What follows belongs to an exercise in optimizing a design on an open flow for small area; a production flow would make more cautious choices. Only simulation tests tie the RTL to the original design; equivalence was not proved. Power and IR drop assume default switching activity.

Setup of exp/fjord:
==> module grip_core, before the edit <==
module grip_core (
    input  wire        clk,
    input  wire        rst,
    input  wire        clk_in,
    input  wire        data_in,
    input  wire        edge_evt,
    input  wire        edge_src,
    input  wire        dec_en,
    input  wire        rd_req,
    input  wire [3:0]  rd_addr,
    output wire [15:0] rd_data
);
    reg  [1:0]  v;
    reg         wg;       
    reg  [4:0]  cnt;
    reg  [15:0] acc;      
    reg  [3:0]  c;        
    wire is_clk = clk_in ^ v[0];
    wire is_gap = ~clk_in & ~v[0] & (data_in ^ v[1]) & wg;
    wire enq    = edge_evt & is_gap & (cnt == 5'd20);
    wire bit_in = edge_evt & is_clk;
    always @(posedge clk) begin
        if (bit_in & ~cnt[4])
            acc <= {acc[14:0], data_in};
        if (bit_in) begin
            if (cnt == 5'd0)
                c <= {3'b000, data_in};
            else
                c <= {c[2], c[1] ^ c[3], c[0] ^ c[3], c[3] ^ data_in};
        end
    end
    always @(posedge clk) begin
        if (rst) begin
            v   <= 2'b00;
            wg  <= 1'b0;
            cnt <= 5'd0;
        end else if (edge_evt) begin
            if (is_clk) begin
                if (cnt != 5'd31)
                    cnt <= cnt + 5'd1;
            end else if (is_gap) begin
                cnt <= 5'd0;
            end
            wg <= ~v[0] & (data_in ^ v[1]);
            v  <= {data_in, clk_in};
        end
    end
    wire [15:0] p   = acc;            
    wire        ok  = (c == 4'd0);
    wire        is2 = ok & (p[15:14] == 2'd2);
    wire [14:0] enq_code = {is2, p[13:2],
                            is2 ? p[1:0] : (ok ? p[15:14] : 2'b10)};
    reg [14:0] q [0:9];
    reg [3:0]  count;
    wire full   = (count == 4'd10);
    wire empty  = (count == 4'd0);
    wire do_enq = enq & ~full;
    wire do_deq = dec_en & ~empty;
    integer i;
    always @(posedge clk) begin
        if (do_enq) begin
            q[0] <= enq_code;
            for (i = 1; i < 10; i = i + 1)
                q[i] <= q[i-1];
        end
    end
    always @(posedge clk) begin
        if (rst)
            count <= 4'd0;
        else if (do_enq & ~do_deq)
            count <= count + 4'd1;
        else if (do_deq & ~do_enq)
            count <= count - 4'd1;
    end
    reg [14:0] e;
    always @(*) begin
        e = 15'd0;
        for (i = 0; i < 10; i = i + 1)
            e = e | (q[i] & {15{count == i + 1}});
    end
    wire wr2 = do_deq & e[14];
    wire wr0 = do_deq & ~e[14] & (e[1:0] == 2'b00);
    wire wr1 = do_deq & ~e[14] & (e[1:0] == 2'b01);
    wire wr3 = do_deq & ~e[14] & (e[1:0] == 2'b11);
    reg [5:0]  x_r, yn_r, lt_r, rt_r, thr_r;
    reg [1:0]  hatx_p, haty_p, dpadx_p, dpady_p;
    reg [10:0] btn_r;
    reg [3:0]  init_r;
    always @(posedge clk) begin
        if (wr0) begin
            x_r  <= e[7:2];
            yn_r <= e[13:8];
        end
        if (wr1) begin
            lt_r <= e[7:2];
            rt_r <= e[13:8];
        end
        if (wr2) begin
            thr_r   <= e[13:8];
            hatx_p  <= {e[1], e[0]};
            haty_p  <= {e[2], e[3]};
            dpadx_p <= {e[5], e[4]};
            dpady_p <= {e[6], e[7]};
        end
        if (wr3)
            btn_r <= e[13:3];
    end
    always @(posedge clk) begin
        if (rst)
            init_r <= 4'd0;
        else
            init_r <= init_r | {wr3, wr2, wr1, wr0};
    end
    wire [10:0] sel;
    genvar k;
    generate
        for (k = 0; k < 11; k = k + 1) begin : g_sel
            assign sel[k] = ~rst & (rd_addr == k);
        end
    endgenerate
    wire s0 = init_r[0], s1 = init_r[1], s2 = init_r[2], s3 = init_r[3];
    wire [1:0] dp = ({2{sel[5]}} & hatx_p)  | ({2{sel[6]}} & haty_p) |
                    ({2{sel[7]}} & dpadx_p) | ({2{sel[8]}} & dpady_p);
    wire [1:0] dv = {~dp[1] & dp[0], dp[1] ^ dp[0]} & {2{s2}};
    wire [10:0] rd_val =
          ({11{sel[0] & s0}} & {5'd0, x_r})
        | ({11{sel[1] & s0}} & {5'd0, ~yn_r})
        | ({11{sel[2] & s1}} & {5'd0, lt_r})
        | ({11{sel[3] & s1}} & {5'd0, rt_r})
        | ({11{sel[4] & s2}} & {5'd0, thr_r})
        | {9'd0, dv}
        | ({11{sel[9] & s3}} & btn_r)
        | ({11{sel[10]}}     & {7'd0, init_r});
    reg [10:0] rd_q;
    always @(posedge clk) begin
        if (rst | rd_req)
            rd_q <= rd_val;
    end
    assign rd_data = {5'd0, rd_q};
endmodule
==> flow/config.mk <==
export PLATFORM = sky130hd
export DESIGN_NAME = grip_core
export DESIGN_NICKNAME = grip_core
export VERILOG_FILES = /design/flow/design.v
export SDC_FILE = /design/flow/constraint.sdc
export NUM_CORES = 4
export LEC_CHECK = 0
export ABC_AREA = 1
export CAP_MARGIN = 20
export CORE_MARGIN = 2
export CORE_UTILIZATION = 70
export CTS_BUF_LIST = sky130_fd_sc_hd__clkbuf_16
export CTS_CLUSTER_DIAMETER = 80
export CTS_CLUSTER_SIZE = 30
export SLEW_MARGIN = 20
==> flow/constraint.sdc <==
create_clock -name core_clock -period 8.0 [get_ports {clk}]
set_input_delay 1.6000 -clock core_clock [delete_from_list [all_inputs] [get_ports {clk}]]
set_output_delay 1.6000 -clock core_clock [all_outputs]
set_load 0.01 [all_outputs]
standard.sh (not shown) runs the stock make flow with config.mk's settings and CLKGATE_MAP_FILE= SYNTH_SCRIPT=/design/flow/synth_recipe.tcl, a recipe that flattens the netlist after the stock synthesis.
==> flow/flow/run.sh <==
#!/bin/bash
# Own flow: the standard layout (standard.sh) with these changes:
#  - the ABC script ORFS's synthesis uses for ABC_AREA=1 is replaced by
#    flow/abc_area.script (area mapping, no buffering or upsizing);
#  - port buffers are buf_1 cells;
#  - CTS inserts no dummy loads and its root buffer is clkbuf_4;
#  - no adder extraction (ADDER_MAP_FILE empty), so ABC maps adders.
# The registers Yosys makes, the floorplan, power grid and tap cells are
# the standard flow's.
set -euo pipefail
W=$PWD
mkdir -p "$W/scripts_mod"
cp -r "$FLOW_HOME/scripts/." "$W/scripts_mod/"
cp "$W/flow/abc_area.script" "$W/scripts_mod/abc_area.script"
bash "$W/standard.sh" \
    SCRIPTS_DIR="$W/scripts_mod" \
    ADDER_MAP_FILE= \
    "BUFFER_PORTS_ARGS=-buffer_cell sky130_fd_sc_hd__buf_1" \
    "CTS_ARGS=-sink_clustering_enable -repair_clock_nets -sink_clustering_size 30 -sink_clustering_max_diameter 80 -buf_list sky130_fd_sc_hd__clkbuf_16 -dont_use_dummy_load -root_buf sky130_fd_sc_hd__clkbuf_4" \
    finish > "$W/standard_flow.log" 2>&1
==> flow/flow/abc_area.script <==
strash
ifraig
scorr
dc2
strash
dch -f
amap
topo
Edits applied to the flow inputs when going from exp/fjord to exp/yarrow:
==> flow/design.v <==
module grip_core (
    input  wire        clk,
    input  wire        rst,
    input  wire        clk_in,
    input  wire        data_in,
    input  wire        edge_evt,
    input  wire        edge_src,
    input  wire        dec_en,
    input  wire        rd_req,
    input  wire [3:0]  rd_addr,
    output wire [15:0] rd_data
);
    reg  [1:0]  v;
    reg         wg;       
    reg  [19:0] acc;      
    reg  [4:0]  cnt;
    wire is_clk = clk_in ^ v[0];
    wire is_gap = ~clk_in & ~v[0] & (data_in ^ v[1]) & wg;
    wire enq    = edge_evt & is_gap & (cnt == 5'd27);
    always @(posedge clk) begin
        if (edge_evt & is_clk)
            acc <= {acc[18:0], data_in};
    end
    always @(posedge clk) begin
        if (rst) begin
            v   <= 2'b00;
            wg  <= 1'b0;
            cnt <= 5'd0;
        end else if (edge_evt) begin
            if (is_clk) begin
                if (cnt != 5'd22)
                    cnt <= {cnt[3:0], ~(cnt[4] ^ cnt[2])};
            end else if (is_gap) begin
                cnt <= 5'd0;
            end
            wg <= ~v[0] & (data_in ^ v[1]);
            v  <= {data_in, clk_in};
        end
    end
    wire [19:0] f = acc;
    wire [6:0]  s;
    assign s[0] = f[0] ^ f[7]  ^ f[14];
    assign s[1] = f[1] ^ f[8]  ^ f[15];
    assign s[2] = f[2] ^ f[9]  ^ f[16];
    assign s[3] = f[3] ^ f[10] ^ f[17];
    assign s[4] = f[4] ^ f[11] ^ f[18];
    assign s[5] = f[5] ^ f[12] ^ f[19];
    assign s[6] = f[6] ^ f[13];
    reg [3:0] nib;
    always @(*) begin
        case (s[6:4])
            3'd0: nib = 4'h0;
            3'd1: nib = 4'h7;
            3'd2: nib = 4'he;
            3'd3: nib = 4'h9;
            3'd4: nib = 4'hb;
            3'd5: nib = 4'hc;
            3'd6: nib = 4'h5;
            default: nib = 4'h2;
        endcase
    end
    wire ok  = (s[3:0] == nib);
    wire is2 = ok & (f[19:18] == 2'd2);
    wire [14:0] enq_code = {is2, f[17:6],
                            is2 ? f[5:4] : (ok ? f[19:18] : 2'b10)};
    reg [14:0] q [0:9];
    reg [3:0]  count;
    wire full   = (count == 4'd10);
    wire empty  = (count == 4'd0);
    wire do_enq = enq & ~full;
    wire do_deq = dec_en & ~empty;
    integer i;
    always @(posedge clk) begin
        if (do_enq) begin
            q[0] <= enq_code;
            for (i = 1; i < 10; i = i + 1)
                q[i] <= q[i-1];
        end
    end
    always @(posedge clk) begin
        if (rst)
            count <= 4'd0;
        else if (do_enq & ~do_deq)
            count <= count + 4'd1;
        else if (do_deq & ~do_enq)
            count <= count - 4'd1;
    end
    reg [14:0] e;
    always @(*) begin
        e = 15'd0;
        for (i = 0; i < 10; i = i + 1)
            e = e | (q[i] & {15{count == i + 1}});
    end
    wire wr2 = do_deq & e[14];
    wire wr0 = do_deq & ~e[14] & (e[1:0] == 2'b00);
    wire wr1 = do_deq & ~e[14] & (e[1:0] == 2'b01);
    wire wr3 = do_deq & ~e[14] & (e[1:0] == 2'b11);
    reg [5:0]  x_r, yn_r, lt_r, rt_r, thr_r;
    reg [1:0]  hatx_p, haty_p, dpadx_p, dpady_p;
    reg [10:0] btn_r;
    reg [3:0]  init_r;
    always @(posedge clk) begin
        if (wr0) begin
            x_r  <= e[7:2];
            yn_r <= e[13:8];
        end
        if (wr1) begin
            lt_r <= e[7:2];
            rt_r <= e[13:8];
        end
        if (wr2) begin
            thr_r   <= e[13:8];
            hatx_p  <= {e[1], e[0]};
            haty_p  <= {e[2], e[3]};
            dpadx_p <= {e[5], e[4]};
            dpady_p <= {e[6], e[7]};
        end
        if (wr3)
            btn_r <= e[13:3];
    end
    always @(posedge clk) begin
        if (rst)
            init_r <= 4'd0;
        else
            init_r <= init_r | {wr3, wr2, wr1, wr0};
    end
    wire [10:0] sel;
    genvar k;
    generate
        for (k = 0; k < 11; k = k + 1) begin : g_sel
            assign sel[k] = ~rst & (rd_addr == k);
        end
    endgenerate
    wire s0 = init_r[0], s1 = init_r[1], s2 = init_r[2], s3 = init_r[3];
    wire [1:0] dp = ({2{sel[5]}} & hatx_p)  | ({2{sel[6]}} & haty_p) |
                    ({2{sel[7]}} & dpadx_p) | ({2{sel[8]}} & dpady_p);
    wire [1:0] dv = {~dp[1] & dp[0], dp[1] ^ dp[0]} & {2{s2}};
    wire [10:0] rd_val =
          ({11{sel[0] & s0}} & {5'd0, x_r})
        | ({11{sel[1] & s0}} & {5'd0, ~yn_r})
        | ({11{sel[2] & s1}} & {5'd0, lt_r})
        | ({11{sel[3] & s1}} & {5'd0, rt_r})
        | ({11{sel[4] & s2}} & {5'd0, thr_r})
        | {9'd0, dv}
        | ({11{sel[9] & s3}} & btn_r)
        | ({11{sel[10]}}     & {7'd0, init_r});
    reg [10:0] rd_q;
    always @(posedge clk) begin
        if (rst | rd_req)
            rd_q <= rd_val;
    end
    assign rd_data = {5'd0, rd_q};
endmodule
Results
Going from exp/fjord to exp/yarrow, number of buffers inserted by hold repair at cts flat; power now larger; part of the power in registers shows a reduction of 0.2 points; via density per instance stayed essentially flat; residual overflow from global routing shows no meaningful change.
Combinational cell fraction of total power, exp/yarrow and exp/fjord, higher one = exp/yarrow.
Achievable frequency improves in exp/yarrow relative to exp/fjord.

## afterwards: timing with drivers on the ports
In the flow no input, the clock included, has a driving cell. The finished layouts below were timed again as built, in two steps. Step 1: set_driving_cell puts a clkbuf_16 on clk and a buf_2 on each other input, an assumption about the parent block. Step 2 times the ports against the registers' clock, not the clock port: input delays grow and output delays shrink by t, the midpoint of the rising clock arrivals with the driver on. Three values: ideal ports, drivers, drivers and shift; two values: the first two.
run	shift t [ns]	setup WS [ns]	worst slew at a driven data input, ns
exp/fjord	0.597	3.987 / 3.998 / 3.402	0.03
exp/yarrow	0.609	4.169 / 4.182 / 3.573	0.03
After both steps setup and hold are still met in every run listed. The setup slack of exp/yarrow, which loses most, moves by +0.013 ns with the drivers and by -0.596 ns with both steps.
